Background: an optimization exercise with open tools, aiming at a short achievable clock period and few clock cycles. Do not read the settings as production practice.
Only simulation tests tie the RTL to the original design; equivalence was not proved.
No activity file was given, so power comes from the tool's default toggle rates.

<file path="flow/run.sh">
#!/bin/bash
# synth_recipe.tcl (not shown) runs the flow's synth.tcl, then flattens the netlist and writes it again
# the make line also repeats each setting of config.mk as NAME=value (left out here)
make -C /OpenROAD-flow-scripts/flow DESIGN_CONFIG=/design/flow/config.mk WORK_HOME=/design/flow/orfs CLKGATE_MAP_FILE= SYNTH_SCRIPT=/design/flow/synth_recipe.tcl finish
</file>
<file path="flow/config.mk">
export PLATFORM = sky130hd
export DESIGN_NAME = cutevm
export DESIGN_NICKNAME = cutevm
export VERILOG_FILES = /design/flow/design.v
export SDC_FILE = /design/flow/constraint.sdc
export NUM_CORES = 4
export LEC_CHECK = 0
export CAP_MARGIN = 20
export CORE_MARGIN = 2
export CORE_UTILIZATION = 30
export PLACE_DENSITY = 0.5
export SLEW_MARGIN = 20
</file>
<file path="flow/constraint.sdc">
create_clock -name core_clock -period 13.5 [get_ports {clk}]
set_input_delay 2.7000 -clock core_clock [delete_from_list [all_inputs] [get_ports {clk}]]
set_output_delay 2.7000 -clock core_clock [all_outputs]
set_load 0.01 [all_outputs]
</file>
<file path="flow/design.v">
module cutevm (
    input  wire        clk,
    input  wire        rst,
    output reg         mem_valid,
    output reg         mem_we,
    output reg  [13:0] mem_addr,      
    output reg  [15:0] mem_wdata,
    input  wire        mem_ready,
    input  wire [15:0] mem_rdata,
    output reg         out_valid,
    output reg  [7:0]  out_data,
    input  wire        out_taken,
    output reg         halted,
    output reg         fatal,
    output reg         fatal_ovf,      
    output reg  [31:0] stop_ip,
    output reg  [7:0]  stop_info       
);
    localparam [16:0] MEM_SIZE = 17'h08000;
    localparam [7:0] OP_NOP  = 8'h00, OP_LIT  = 8'h01, OP_DUP  = 8'h02,
                     OP_OVER = 8'h03, OP_STR  = 8'h04, OP_LOAD = 8'h05,
                     OP_PUSH = 8'h06, OP_DROP = 8'h07, OP_JSR  = 8'h08,
                     OP_CMP  = 8'h09, OP_HALT = 8'h0A;
    localparam [30:0] CAUSE_ALIGN = 31'd1, CAUSE_BOUNDS = 31'd2,
                      CAUSE_UNMAPPED_IO = 31'd3, CAUSE_UNMAPPED_ADDR = 31'd4;
    localparam [2:0] S_START = 3'd0, S_FETCH = 3'd1, S_DECODE = 3'd2,
                     S_EXEC  = 3'd3, S_STOP  = 3'd4;
    localparam [3:0] U_END = 4'd0, U_NOP = 4'd1, U_POP = 4'd2, U_PUSH = 4'd3,
                     U_IMM = 4'd4, U_LOAD = 4'd5, U_STORE = 4'd6,
                     U_SETIP = 4'd7, U_CMP = 4'd8, U_HALT = 4'd9;
    localparam [2:0] X0L = 3'd0, X0H = 3'd1, X1L = 3'd2, X1H = 3'd3,
                     X2L = 3'd4, X2H = 3'd5;
    localparam SP = 1'b0, SR = 1'b1;
    reg [31:0] ip;
    reg [2:0]  cr;             
    reg [15:0] pbase, poff, rbase, roff;
    reg [31:0] sic_jv, sic_cause, sic_ra;
    reg        pending;
    reg [2:0]  state;
    reg [13:0] ir;             
    reg [3:0]  step;
    reg        phase;          
    reg [31:0] x0, x1, x2;
    wire [7:0] op     = ir[7:0];
    wire       f_keep = ir[8];
    wire       f_ret  = ir[9];
    wire       f_wide = ir[10];    
    wire [2:0] f_gate = ir[13:11];
    function [7:0] mk;
        input [3:0] kind;
        input       stk;
        input [2:0] half;
        mk = {kind, stk, half};
    endfunction
    localparam [7:0] UNOP = {U_NOP, 4'd0};
    localparam [7:0] UEND = {U_END, 4'd0};
    reg [7:0] uop;
    always @* begin
        uop = UEND;
        case (op)
            OP_LIT: case (step)
                4'd0: uop = mk(U_IMM, f_ret, X0L);
                4'd1: uop = f_wide ? mk(U_IMM, f_ret, X0H) : UNOP;
                4'd2: uop = mk(U_PUSH, f_ret, X0L);
                4'd3: uop = f_wide ? mk(U_PUSH, f_ret, X0H) : UNOP;
                default: uop = UEND;
            endcase
            OP_DUP: case (step)
                4'd0: uop = f_wide ? mk(U_POP, f_ret, X0H) : UNOP;
                4'd1: uop = mk(U_POP, f_ret, X0L);
                4'd2: uop = mk(U_PUSH, f_ret, X0L);
                4'd3: uop = f_wide ? mk(U_PUSH, f_ret, X0H) : UNOP;
                4'd4: uop = mk(U_PUSH, ~f_ret, X0L);
                4'd5: uop = f_wide ? mk(U_PUSH, ~f_ret, X0H) : UNOP;
                default: uop = UEND;
            endcase
            OP_OVER: case (step)
                4'd0:  uop = f_wide ? mk(U_POP, f_ret, X0H) : UNOP;
                4'd1:  uop = mk(U_POP, f_ret, X0L);
                4'd2:  uop = f_wide ? mk(U_POP, f_ret, X1H) : UNOP;
                4'd3:  uop = mk(U_POP, f_ret, X1L);
                4'd4:  uop = f_wide ? mk(U_POP, f_ret, X2H) : UNOP;
                4'd5:  uop = mk(U_POP, f_ret, X2L);
                4'd6:  uop = mk(U_PUSH, f_ret, X2L);
                4'd7:  uop = f_wide ? mk(U_PUSH, f_ret, X2H) : UNOP;
                4'd8:  uop = mk(U_PUSH, f_ret, X0L);
                4'd9:  uop = f_wide ? mk(U_PUSH, f_ret, X0H) : UNOP;
                4'd10: uop = mk(U_PUSH, f_ret, X1L);
                4'd11: uop = f_wide ? mk(U_PUSH, f_ret, X1H) : UNOP;
                default: uop = UEND;
            endcase
            OP_STR: case (step)
                4'd0: uop = mk(U_POP, f_ret, X0H);
                4'd1: uop = mk(U_POP, f_ret, X0L);
                4'd2: uop = f_keep ? mk(U_PUSH, f_ret, X0L) : UNOP;
                4'd3: uop = f_keep ? mk(U_PUSH, f_ret, X0H) : UNOP;
                4'd4: uop = f_wide ? mk(U_POP, f_ret, X1H) : UNOP;
                4'd5: uop = mk(U_POP, f_ret, X1L);
                4'd6: uop = f_keep ? mk(U_PUSH, f_ret, X1L) : UNOP;
                4'd7: uop = (f_keep && f_wide) ? mk(U_PUSH, f_ret, X1H) : UNOP;
                4'd8: uop = mk(U_STORE, f_ret, X0L);
                default: uop = UEND;
            endcase
            OP_LOAD: case (step)
                4'd0: uop = mk(U_POP, f_ret, X0H);
                4'd1: uop = mk(U_POP, f_ret, X0L);
                4'd2: uop = f_keep ? mk(U_PUSH, f_ret, X0L) : UNOP;
                4'd3: uop = f_keep ? mk(U_PUSH, f_ret, X0H) : UNOP;
                4'd4: uop = mk(U_LOAD, f_ret, X1L);
                4'd5: uop = mk(U_PUSH, f_ret, X1L);
                4'd6: uop = f_wide ? mk(U_PUSH, f_ret, X1H) : UNOP;
                default: uop = UEND;
            endcase
            OP_PUSH: case (step)
                4'd0: uop = f_wide ? mk(U_POP, f_ret, X0H) : UNOP;
                4'd1: uop = mk(U_POP, f_ret, X0L);
                4'd2: uop = f_keep ? mk(U_PUSH, f_ret, X0L) : UNOP;
                4'd3: uop = (f_keep && f_wide) ? mk(U_PUSH, f_ret, X0H) : UNOP;
                4'd4: uop = mk(U_PUSH, f_ret, X0L);
                4'd5: uop = f_wide ? mk(U_PUSH, f_ret, X0H) : UNOP;
                default: uop = UEND;
            endcase
            OP_DROP: case (step)
                4'd0: uop = f_wide ? mk(U_POP, f_ret, X0H) : UNOP;
                4'd1: uop = mk(U_POP, f_ret, X0L);
                default: uop = UEND;
            endcase
            OP_JSR: if (!f_ret) begin
                case (step)
                    4'd0: uop = mk(U_POP, SR, X0L);
                    4'd1: uop = f_keep ? mk(U_PUSH, SR, X0L) : UNOP;
                    4'd2: uop = mk(U_PUSH, SR, X2L);
                    4'd3: uop = mk(U_PUSH, SR, X2H);
                    4'd4: uop = mk(U_SETIP, SR, X0L);
                    default: uop = UEND;
                endcase
            end else begin
                case (step)
                    4'd0: uop = mk(U_PUSH, SP, X2L);
                    4'd1: uop = mk(U_PUSH, SP, X2H);
                    4'd2: uop = f_wide ? mk(U_POP, SR, X0H) : UNOP;
                    4'd3: uop = mk(U_POP, SR, X0L);
                    4'd4: uop = f_keep ? mk(U_PUSH, SR, X0L) : UNOP;
                    4'd5: uop = (f_keep && f_wide) ? mk(U_PUSH, SR, X0H) : UNOP;
                    4'd6: uop = mk(U_SETIP, SR, X0L);
                    default: uop = UEND;
                endcase
            end
            OP_CMP: case (step)
                4'd0: uop = f_wide ? mk(U_POP, f_ret, X0H) : UNOP;
                4'd1: uop = mk(U_POP, f_ret, X0L);
                4'd2: uop = f_keep ? mk(U_PUSH, f_ret, X0L) : UNOP;
                4'd3: uop = (f_keep && f_wide) ? mk(U_PUSH, f_ret, X0H) : UNOP;
                4'd4: uop = f_wide ? mk(U_POP, f_ret, X1H) : UNOP;
                4'd5: uop = mk(U_POP, f_ret, X1L);
                4'd6: uop = f_keep ? mk(U_PUSH, f_ret, X1L) : UNOP;
                4'd7: uop = (f_keep && f_wide) ? mk(U_PUSH, f_ret, X1H) : UNOP;
                4'd8: uop = mk(U_CMP, f_ret, X0L);
                default: uop = UEND;
            endcase
            OP_HALT: uop = mk(U_HALT, 1'b0, 3'd0);
            default: uop = UEND;     
        endcase
    end
    wire [3:0] u_kind = uop[7:4];
    wire       u_stk  = uop[3];
    wire [2:0] u_half = uop[2:0];
    wire [15:0] s_base = u_stk ? rbase : pbase;
    wire [15:0] s_off  = u_stk ? roff  : poff;
    reg [15:0] half_val;
    always @* begin
        case (u_half)
            X0L: half_val = x0[15:0];
            X0H: half_val = x0[31:16];
            X1L: half_val = x1[15:0];
            X1H: half_val = x1[31:16];
            X2L: half_val = x2[15:0];
            default: half_val = x2[31:16];
        endcase
    end
    reg        acc_en;         
    reg        acc_slot;       
    reg        acc_we;
    reg        acc_n4;         
    reg [31:0] acc_a;          
    reg [15:0] acc_wd;         
    always @* begin
        acc_en   = 1'b0;
        acc_slot = 1'b0;
        acc_we   = 1'b0;
        acc_n4   = 1'b0;
        acc_a    = 32'd0;
        acc_wd   = 16'd0;
        if (state == S_FETCH) begin
            acc_en = 1'b1;
            acc_a  = ip;
        end else if (state == S_EXEC) begin
            case (u_kind)
                U_POP: if (s_off >= 16'd2) begin
                    acc_en   = 1'b1;
                    acc_slot = 1'b1;
                    acc_we   = phase;
                    acc_a    = {15'd0, {1'b0, s_base} + {1'b0, s_off - 16'd2}};
                    acc_wd   = 16'd0;
                end
                U_PUSH: if (s_off < 16'd256) begin
                    acc_en   = 1'b1;
                    acc_slot = 1'b1;
                    acc_we   = 1'b1;
                    acc_a    = {15'd0, {1'b0, s_base} + {1'b0, s_off}};
                    acc_wd   = half_val;
                end
                U_IMM: begin
                    acc_en = 1'b1;
                    acc_a  = u_half[0] ? ip + 32'd4 : ip + 32'd2;
                end
                U_LOAD: begin
                    acc_en = 1'b1;
                    acc_n4 = f_wide;
                    acc_a  = x0;
                end
                U_STORE: begin
                    acc_en = 1'b1;
                    acc_we = 1'b1;
                    acc_n4 = f_wide;
                    acc_a  = x0;
                    acc_wd = phase ? x1[31:16] : x1[15:0];
                end
                default: ;
            endcase
        end
    end
    reg        acc_mem;        
    reg        acc_io;         
    reg        acc_fault;
    reg [30:0] acc_code;
    wire        acc_mis = acc_n4 ? (acc_a[1:0] != 2'b00) : acc_a[0];
    wire [32:0] acc_end = {1'b0, acc_a} + (acc_n4 ? 33'd4 : 33'd2);
    always @* begin
        acc_mem   = 1'b0;
        acc_io    = 1'b0;
        acc_fault = 1'b0;
        acc_code  = 31'd0;
        if (acc_en) begin
            if (acc_slot) begin
                if (acc_a[0]) begin
                    acc_fault = 1'b1; acc_code = CAUSE_ALIGN;
                end else if (acc_end > {16'd0, MEM_SIZE}) begin
                    acc_fault = 1'b1; acc_code = CAUSE_BOUNDS;
                end else
                    acc_mem = 1'b1;
            end else if (acc_a <= 32'h0000_03FF) begin
                if (acc_mis) begin
                    acc_fault = 1'b1; acc_code = CAUSE_ALIGN;
                end else
                    acc_io = 1'b1;
            end else if (acc_a <= 32'h0000_FFFF) begin
                if (acc_mis) begin
                    acc_fault = 1'b1; acc_code = CAUSE_ALIGN;
                end else if (acc_end > {16'd0, MEM_SIZE}) begin
                    acc_fault = 1'b1; acc_code = CAUSE_BOUNDS;
                end else
                    acc_mem = 1'b1;
            end else begin
                acc_fault = 1'b1; acc_code = CAUSE_UNMAPPED_ADDR;
            end
        end
    end
    always @* begin
        mem_valid = acc_mem;
        mem_we    = acc_we;
        mem_addr  = acc_a[14:1] + {13'd0, phase & acc_n4};
        mem_wdata = acc_wd;
    end
    wire bus_done = mem_ready;
    reg        io_hit;
    reg [31:0] io_val;
    always @* begin
        io_hit = 1'b1;
        io_val = 32'd0;
        case (acc_a[9:0])
            10'h000: io_val = {16'd0, pbase};
            10'h002: io_val = {16'd0, poff};
            10'h004: io_val = {16'd0, rbase};
            10'h006: io_val = {16'd0, roff};
            10'h00C: io_val = 32'd0;
            10'h100: io_val = 32'd0;
            10'h200: io_val = ip;
            10'h204: io_val = {29'd0, cr};
            10'h300: io_val = sic_jv;
            10'h304: io_val = sic_cause;
            10'h308: io_val = sic_ra;
            default: io_hit = 1'b0;
        endcase
    end
    wire [15:0] rd16 = acc_mem ? mem_rdata : ((acc_io && io_hit) ? io_val[15:0] : 16'd0);
    wire [31:0] ins_len = (op == OP_LIT) ? (f_wide ? 32'd6 : 32'd4) : 32'd2;
    wire gate_ok = (f_gate == 3'b000) || |(f_gate & cr);
    wire [31:0] st_val = f_wide ? x1 : {16'd0, x1[15:0]};
    task automatic raise;
        input [30:0] code;
        input        is_exc;
        begin
            sic_cause <= {is_exc, code};
            pending   <= 1'b1;
        end
    endtask
    task automatic set_half;
        input [2:0]  h;
        input [15:0] v;
        begin
            case (h)
                X0L: x0[15:0]  <= v;
                X0H: x0[31:16] <= v;
                X1L: x1[15:0]  <= v;
                X1H: x1[31:16] <= v;
                X2L: x2[15:0]  <= v;
                default: x2[31:16] <= v;
            endcase
        end
    endtask
    task automatic set_off;
        input        stk;
        input [15:0] v;
        begin
            if (stk) roff <= v;
            else     poff <= v;
        end
    endtask
    always @(posedge clk) begin
        if (rst) begin
            ip        <= 32'h0000_0600;
            cr        <= 3'b000;
            pbase     <= 16'h0400;
            poff      <= 16'd0;
            rbase     <= 16'h0500;
            roff      <= 16'd0;
            sic_jv    <= 32'd0;
            sic_cause <= 32'd0;
            sic_ra    <= 32'd0;
            pending   <= 1'b0;
            state     <= S_START;
            ir        <= 14'd0;
            step      <= 4'd0;
            phase     <= 1'b0;
            x0        <= 32'd0;
            x1        <= 32'd0;
            x2        <= 32'd0;
            out_valid <= 1'b0;
            out_data  <= 8'd0;
            halted    <= 1'b0;
            fatal     <= 1'b0;
            fatal_ovf <= 1'b0;
            stop_ip   <= 32'd0;
            stop_info <= 8'd0;
        end else begin
            if (out_valid && out_taken)
                out_valid <= 1'b0;
            case (state)
                S_START: if (!out_valid) begin
                    if (pending) begin
                        sic_ra  <= ip;
                        ip      <= {sic_jv[31:1], 1'b0};
                        pending <= 1'b0;
                    end
                    state <= S_FETCH;
                end
                S_FETCH: begin
                    if (acc_fault) begin
                        raise(acc_code, 1'b1);
                        ir    <= 14'd0;
                        state <= S_DECODE;
                    end else if (acc_io) begin
                        if (!io_hit)
                            raise(CAUSE_UNMAPPED_IO, 1'b1);
                        ir    <= rd16[13:0];
                        state <= S_DECODE;
                    end else if (bus_done) begin
                        ir    <= mem_rdata[13:0];
                        state <= S_DECODE;
                    end
                end
                S_DECODE: begin
                    x0    <= 32'd0;
                    x1    <= 32'd0;
                    x2    <= ip + 32'd2;
                    step  <= 4'd0;
                    phase <= 1'b0;
                    if (op > OP_HALT) begin
                        fatal     <= 1'b1;
                        fatal_ovf <= 1'b0;
                        stop_ip   <= ip;
                        stop_info <= op;
                        state     <= S_STOP;
                    end else if (gate_ok) begin
                        state <= S_EXEC;
                    end else begin
                        ip    <= ip + ins_len;
                        state <= S_START;
                    end
                end
                S_EXEC: begin
                    case (u_kind)
                        U_END: begin
                            if (op != OP_JSR)
                                ip <= ip + ins_len;
                            state <= S_START;
                        end
                        U_NOP: step <= step + 4'd1;
                        U_POP: begin
                            if (s_off < 16'd2) begin
                                set_off(u_stk, 16'd0);
                                set_half(u_half, 16'd0);
                                step <= step + 4'd1;
                            end else if (!phase) begin
                                if (acc_fault) begin
                                    raise(acc_code, 1'b1);
                                    set_half(u_half, 16'd0);
                                    phase <= 1'b1;
                                end else if (bus_done) begin
                                    set_half(u_half, mem_rdata);
                                    phase <= 1'b1;
                                end
                            end else begin
                                if (acc_fault || bus_done) begin
                                    if (acc_fault)
                                        raise(acc_code, 1'b1);
                                    set_off(u_stk, s_off - 16'd2);
                                    phase <= 1'b0;
                                    step  <= step + 4'd1;
                                end
                            end
                        end
                        U_PUSH: begin
                            if (s_off >= 16'd256) begin
                                fatal     <= 1'b1;
                                fatal_ovf <= 1'b1;
                                stop_ip   <= ip;
                                stop_info <= {7'd0, u_stk};
                                state     <= S_STOP;
                            end else if (acc_fault || bus_done) begin
                                if (acc_fault)
                                    raise(acc_code, 1'b1);
                                set_off(u_stk, s_off + 16'd2);
                                step <= step + 4'd1;
                            end
                        end
                        U_IMM: begin
                            if (acc_fault) begin
                                raise(acc_code, 1'b1);
                                set_half(u_half, 16'd0);
                                step <= step + 4'd1;
                            end else if (acc_io) begin
                                if (!io_hit)
                                    raise(CAUSE_UNMAPPED_IO, 1'b1);
                                set_half(u_half, rd16);
                                step <= step + 4'd1;
                            end else if (bus_done) begin
                                set_half(u_half, mem_rdata);
                                step <= step + 4'd1;
                            end
                        end
                        U_LOAD: begin
                            if (acc_fault) begin
                                raise(acc_code, 1'b1);
                                step <= step + 4'd1;
                            end else if (acc_io) begin
                                if (!io_hit)
                                    raise(CAUSE_UNMAPPED_IO, 1'b1);
                                else
                                    x1 <= f_wide ? io_val : {16'd0, io_val[15:0]};
                                step <= step + 4'd1;
                            end else if (bus_done) begin
                                if (!phase)
                                    x1[15:0] <= mem_rdata;
                                else
                                    x1[31:16] <= mem_rdata;
                                if (acc_n4 && !phase)
                                    phase <= 1'b1;
                                else begin
                                    phase <= 1'b0;
                                    step  <= step + 4'd1;
                                end
                            end
                        end
                        U_STORE: begin
                            if (acc_fault) begin
                                raise(acc_code, 1'b1);
                                step <= step + 4'd1;
                            end else if (acc_io) begin
                                case (acc_a[9:0])
                                    10'h000: pbase <= st_val[15:0];
                                    10'h002: poff  <= st_val[15:0];
                                    10'h004: rbase <= st_val[15:0];
                                    10'h006: roff  <= st_val[15:0];
                                    10'h00C: raise(st_val[30:0], 1'b0);
                                    10'h100: begin
                                        out_valid <= 1'b1;
                                        out_data  <= st_val[7:0];
                                    end
                                    10'h300: sic_jv    <= st_val;
                                    10'h304: sic_cause <= st_val;
                                    10'h308: sic_ra    <= st_val;
                                    default: raise(CAUSE_UNMAPPED_IO, 1'b1);
                                endcase
                                step <= step + 4'd1;
                            end else if (bus_done) begin
                                if (acc_n4 && !phase)
                                    phase <= 1'b1;
                                else begin
                                    phase <= 1'b0;
                                    step  <= step + 4'd1;
                                end
                            end
                        end
                        U_SETIP: begin
                            if (x0[0])
                                raise(CAUSE_ALIGN, 1'b1);
                            ip   <= {x0[31:1], 1'b0};
                            step <= step + 4'd1;
                        end
                        U_CMP: begin
                            if (f_wide)
                                cr <= {x0 < x1, x0 > x1, x0 == x1};
                            else
                                cr <= {x0[15:0] < x1[15:0], x0[15:0] > x1[15:0],
                                       x0[15:0] == x1[15:0]};
                            step <= step + 4'd1;
                        end
                        U_HALT: begin
                            halted    <= 1'b1;
                            stop_ip   <= ip;
                            stop_info <= 8'd0;
                            state     <= S_STOP;
                        end
                        default: state <= S_START;
                    endcase
                end
                default: ;
            endcase
        end
    end
endmodule
</file>
==> flow_summary.yaml <==
place:
  place_congestion: 1.055
  place.port_buffers: 102
  hpwl_mm: 145.8
  placed_area_um2: 34410
  dpl_worst_slack_ps: 1337
yosys:
  synth_async_sr_flop_share: 0
  mappedNetlistArea_um2: 31800
  synth.yosys.seq_area_share: 0.2292
  postSynthCellCount: 4553
  synth-warning-count: 1
  mean_instance_size_in_the_synthesized_netlist_um2: 6.984
  yosysUniqueCellTypes: 110
  synth.net_count: 4655
  ys_seq_elements: 364
  most_common_flop_cell_mapped_by_yosys: "sky130_fd_sc_hd__dfxtp_1"
  synth_edf_count: 0
worst_setup_path:
  critical_path.slowest_cell: "sky130_fd_sc_hd__dfxtp_1"
  critical_path_class: "reg -> out"
  critPathMaxStageDelay_ps: 700
  regToRegStartpoint: "step[3]"
  critical_path_required_ps: 10800
  crit_buf_inv: 4
  crit_path_start: "step[3]"
  critPathMaxFanout: 23
  critical-path-top-delay-family: "simple AND/OR/NAND/NOR gates"
  worst-endpoint-arrival_ps: 10130
  category_of_the_worst_setup_path_capture_point: "output port"
  crit_path_start_kind: "register"
  critical_path.most_common_cell: "sky130_fd_sc_hd__or3_1"
global_route:
  grt_max_degree: 85
  globalRouteOverflowTotal: 0
  track_usage: 0.3558
  initial_antenna_violation_count: 18
  grt_pass1_wl_mm: 279.5
  vias_in_the_first_global_route: 36084
detailed_routing:
  routed_vias_inst: 6.695
  antenna_violating_nets_post_route: 0
  route.final.wire_length_mm: 200.1
  vias: 39508
  detailedRoute.firstPassIterationCount: 9
  drc_errors: 0
  detailedRoute.firstIterationViolations: 6946
  drt-wirelength-per-cell_um: 33.91
layout:
  seqCellArea_um2: 7288
  fin_area_um2: 36150
  layout-drive-gt1-share: 0.09718
  flow.area_growth_from_synthesis_pct: 13.69
  final_nets: 4569
  num-fill-cells: 11389
  multiInputGateArea_um2: 22700
timing:
  timing.final.hold_violations: 0
  max_slew.worst_pin.slew_ps: 1239
  final_period_utilization: 0.9500
  timing.setup.tns_ps: 0
  clock_skew_ps: 40.11
  period_needed_ps: 12830
  final_setup_margin_ps: 674.5
  maxSlewHeadroom: 0.1647
  finalSetupViolations: 0
  maxClockFrequency_mhz: 77.97
  setup_repair_after_global_routing_missed_its_margin: "false"
  slew_viol_final: 0
cts:
  tritoncts_num_sinks: 364
  clock_pin_slew_on_the_worst_setup_and_hold_paths_ps: 60
  cts_htree_levels: 2
  clk_latency_ps: 670
  tritoncts.num_buffers: 49
  cts_max_path_buffers: 3
  root_buffer: "sky130_fd_sc_hd__clkbuf_16"
  tritoncts_clock_tree: "yes"
  cts_hold_bufs: 0
floorplan:
  floorplan.core_area_um2: 105300
  die_y_um: 329.6
  fp.dieArea_um2: 108600
  dieWidth_um: 329.6
  initial_core_util: 0.3021
  floorplan.io_pins: 104
  num_rows: 119
flow_run:
  max_cap_violations: 0
run_status:
  status: "complete, no violations"
hold_path:
  hold_path_class: "reg -> reg"
  holdCritStartpoint: "stop_info[5]"
power_and_ir_drop:
  ir_worst_vdd_mv: 0.1235
  totalPowerFinal_mw: 5.414
  pwr_density_cell_nw_per_um2: 149.8
  power.leakage_nw: 12.38
## per-stage QoR
step	instances	utilization	hold WS, ps
after floorplan	4553	-	431.6
after global placement	5803	0.3267	439.8
after detailed placement	5804	0.3268	444.5
after CTS	5895	0.3429	452.8
after global routing	5898	0.3434	472.4
final	5901	0.3434	451.2
## layout make-up
type,count,area share
diodes,3,0.0002077
clock buffers,62,0.03700
clock inverters,29,0.009898
inverters,105,0.01090
multi-input cells,3672,0.6279
flip-flops and latches,364,0.2016
well taps,1391,0.04814
repair buffers,275,0.06434
## cells in the final DEF, fill, tap and decap left out, types with 50 or more instances in the layout
master                            count
sky130_fd_sc_hd__nand2_1            753
sky130_fd_sc_hd__dfxtp_1            363
sky130_fd_sc_hd__ha_1                78
sky130_fd_sc_hd__mux2_2              59
sky130_fd_sc_hd__a31oi_1             63
sky130_fd_sc_hd__nand3_1            149
sky130_fd_sc_hd__a22o_1              58
sky130_fd_sc_hd__a211oi_1            50
sky130_fd_sc_hd__inv_1              103
sky130_fd_sc_hd__a22oi_1             78
sky130_fd_sc_hd__nor2_1             363
sky130_fd_sc_hd__buf_4              172
sky130_fd_sc_hd__clkbuf_16           51
sky130_fd_sc_hd__o21ai_0            237
sky130_fd_sc_hd__xnor2_1             71
sky130_fd_sc_hd__a21oi_1            413
sky130_fd_sc_hd__clkdlybuf4s50_1    100
sky130_fd_sc_hd__mux2i_1            117
sky130_fd_sc_hd__nand4_1             68
sky130_fd_sc_hd__nor3_1             112
## flip-flops by register name (all words and copies together) (netlist names), 4 cells and up
| register | flops |
|---|---|
| x2 | 32 |
| stop_info | 8 |
| ip | 31 |
| roff | 16 |
| sic_ra | 32 |
| x1 | 32 |
| rbase | 16 |
| ir | 14 |
| poff | 16 |
| sic_jv | 32 |
| pbase | 16 |
| x0 | 32 |
| step | 4 |
| stop_ip | 31 |
| sic_cause | 32 |
| out_data | 8 |
## per-layer routing
metal	vias to the layer above	global-route usage	wire length [um]
met5	-	0	141
met4	20	0.2351	16030
met3	802	0.1198	26770
met2	3087	0.4946	78890
met1	18930	0.4633	78270
li1	16669	-	-
## worst reg2reg max path: cells and delay by family, from the launching register on
family	cells	cell delay (ps)
muxes	2	960
adders and majority gates	2	530
DFF	1	700
AOI/OAI and AO/OA	11	4360
and+or+nand+nor	11	3490
buffers and inverters	4	1150
xor gates and xnor gates	2	350
## power breakdown
part	total (mW)	internal, mW	switching (mW)	leakage, nW
combinational	2.67	0.727	1.95	8.61
sequential	1.30	1.17	0.126	2.94
clock	1.44	0.838	0.607	0.818
## what timing repair did
item	4_1_cts	5_1_grt
gates resized for setup	0	1
buffers inserted	0	0
setup endpoints to repair	0	1
## final timing paths
path                        end  slack, ps  cells past startpoint
setup / recovery      mem_valid        670                     29
hold / removal     stop_info[5]        450                      2
setup reg to reg  sic_cause[10]       1870                     32
hold reg to reg    stop_info[5]        450                      2
## Yosys cell counts (21+ instances only)
library cell / n / area share
sky130_fd_sc_hd__a22oi_1: 78 / 0.018
sky130_fd_sc_hd__a31oi_1: 64 / 0.013
sky130_fd_sc_hd__and2_1: 47 / 0.0092
sky130_fd_sc_hd__o21a_1: 21 / 0.0050
sky130_fd_sc_hd__and3_1: 42 / 0.0083
sky130_fd_sc_hd__nor2_1: 377 / 0.045
sky130_fd_sc_hd__o31ai_1: 29 / 0.0068
sky130_fd_sc_hd__a21oi_1: 413 / 0.065
sky130_fd_sc_hd__a221oi_1: 33 / 0.0091
sky130_fd_sc_hd__nand2_1: 755 / 0.089
sky130_fd_sc_hd__buf_1: 21 / 0.0025
sky130_fd_sc_hd__o211ai_1: 47 / 0.011
sky130_fd_sc_hd__o22ai_1: 48 / 0.0094
sky130_fd_sc_hd__mux2_2: 59 / 0.021
sky130_fd_sc_hd__dfxtp_1: 364 / 0.23
sky130_fd_sc_hd__o2111ai_1: 26 / 0.0072
sky130_fd_sc_hd__nand3_1: 149 / 0.023
sky130_fd_sc_hd__nand4_1: 68 / 0.013
sky130_fd_sc_hd__a21o_1: 35 / 0.0083
sky130_fd_sc_hd__ha_1: 78 / 0.031
sky130_fd_sc_hd__or3_1: 38 / 0.0075
sky130_fd_sc_hd__xor2_1: 31 / 0.0085
sky130_fd_sc_hd__clkbuf_1: 333 / 0.039
sky130_fd_sc_hd__buf_2: 49 / 0.0077
sky130_fd_sc_hd__xnor2_1: 71 / 0.020
sky130_fd_sc_hd__nor3_1: 115 / 0.018
sky130_fd_sc_hd__a22o_1: 58 / 0.016
sky130_fd_sc_hd__mux2i_1: 117 / 0.037
sky130_fd_sc_hd__nand2b_1: 43 / 0.0085
sky130_fd_sc_hd__o2bb2ai_1: 33 / 0.0091
sky130_fd_sc_hd__a222oi_1: 38 / 0.012
sky130_fd_sc_hd__a211oi_1: 50 / 0.012
sky130_fd_sc_hd__o21ai_0: 240 / 0.038
sky130_fd_sc_hd__inv_1: 104 / 0.012
sky130_fd_sc_hd__nor4_1: 37 / 0.0073
sky130_fd_sc_hd__a221o_1: 39 / 0.012
sky130_fd_sc_hd__a311oi_1: 28 / 0.0077
sky130_fd_sc_hd__nor2b_1: 41 / 0.0081
## cell families (layout without fill, tap and decap cells)
kind of cell,Yosys count,count (layout),share of synthesized area
other cells,1,4,0.0001179
xor+xnor,102,102,0.02809
fa+ha+maj,84,84,0.03384
flops,364,364,0.2292
mux,177,177,0.05808
compound gates,1482,1482,0.3186
buf+inv,517,471,0.06402
simple gates,1826,1826,0.2681
Testbench counts, summed over its fixed seeds: cycles 1,886,065.

==> afterwards: timing with drivers on the ports <==
In the flow no input, the clock included, has a driving cell. The finished layout below was timed again as built, in two steps.
Step 1 assumes that a clkbuf_16 drives the clock port and a buf_2 every other input.
Step 2 times the ports against the registers' clock, not the clock port: input delays grow and output delays shrink by t, the midpoint of the rising clock arrivals with the driver on.
Slacks: no drivers / after step 1 / after step 2; pairs: no drivers / after step 1.
t (ns): 0.727
slack for setup (ns): 0.674 / 0.598 / 1.325
latest minus earliest clock arrival (ns): 0.040 / 0.040
After both steps setup and hold are still met in this run. The setup slack of this run moves by -0.076 ns with the drivers and by +0.651 ns with both steps.
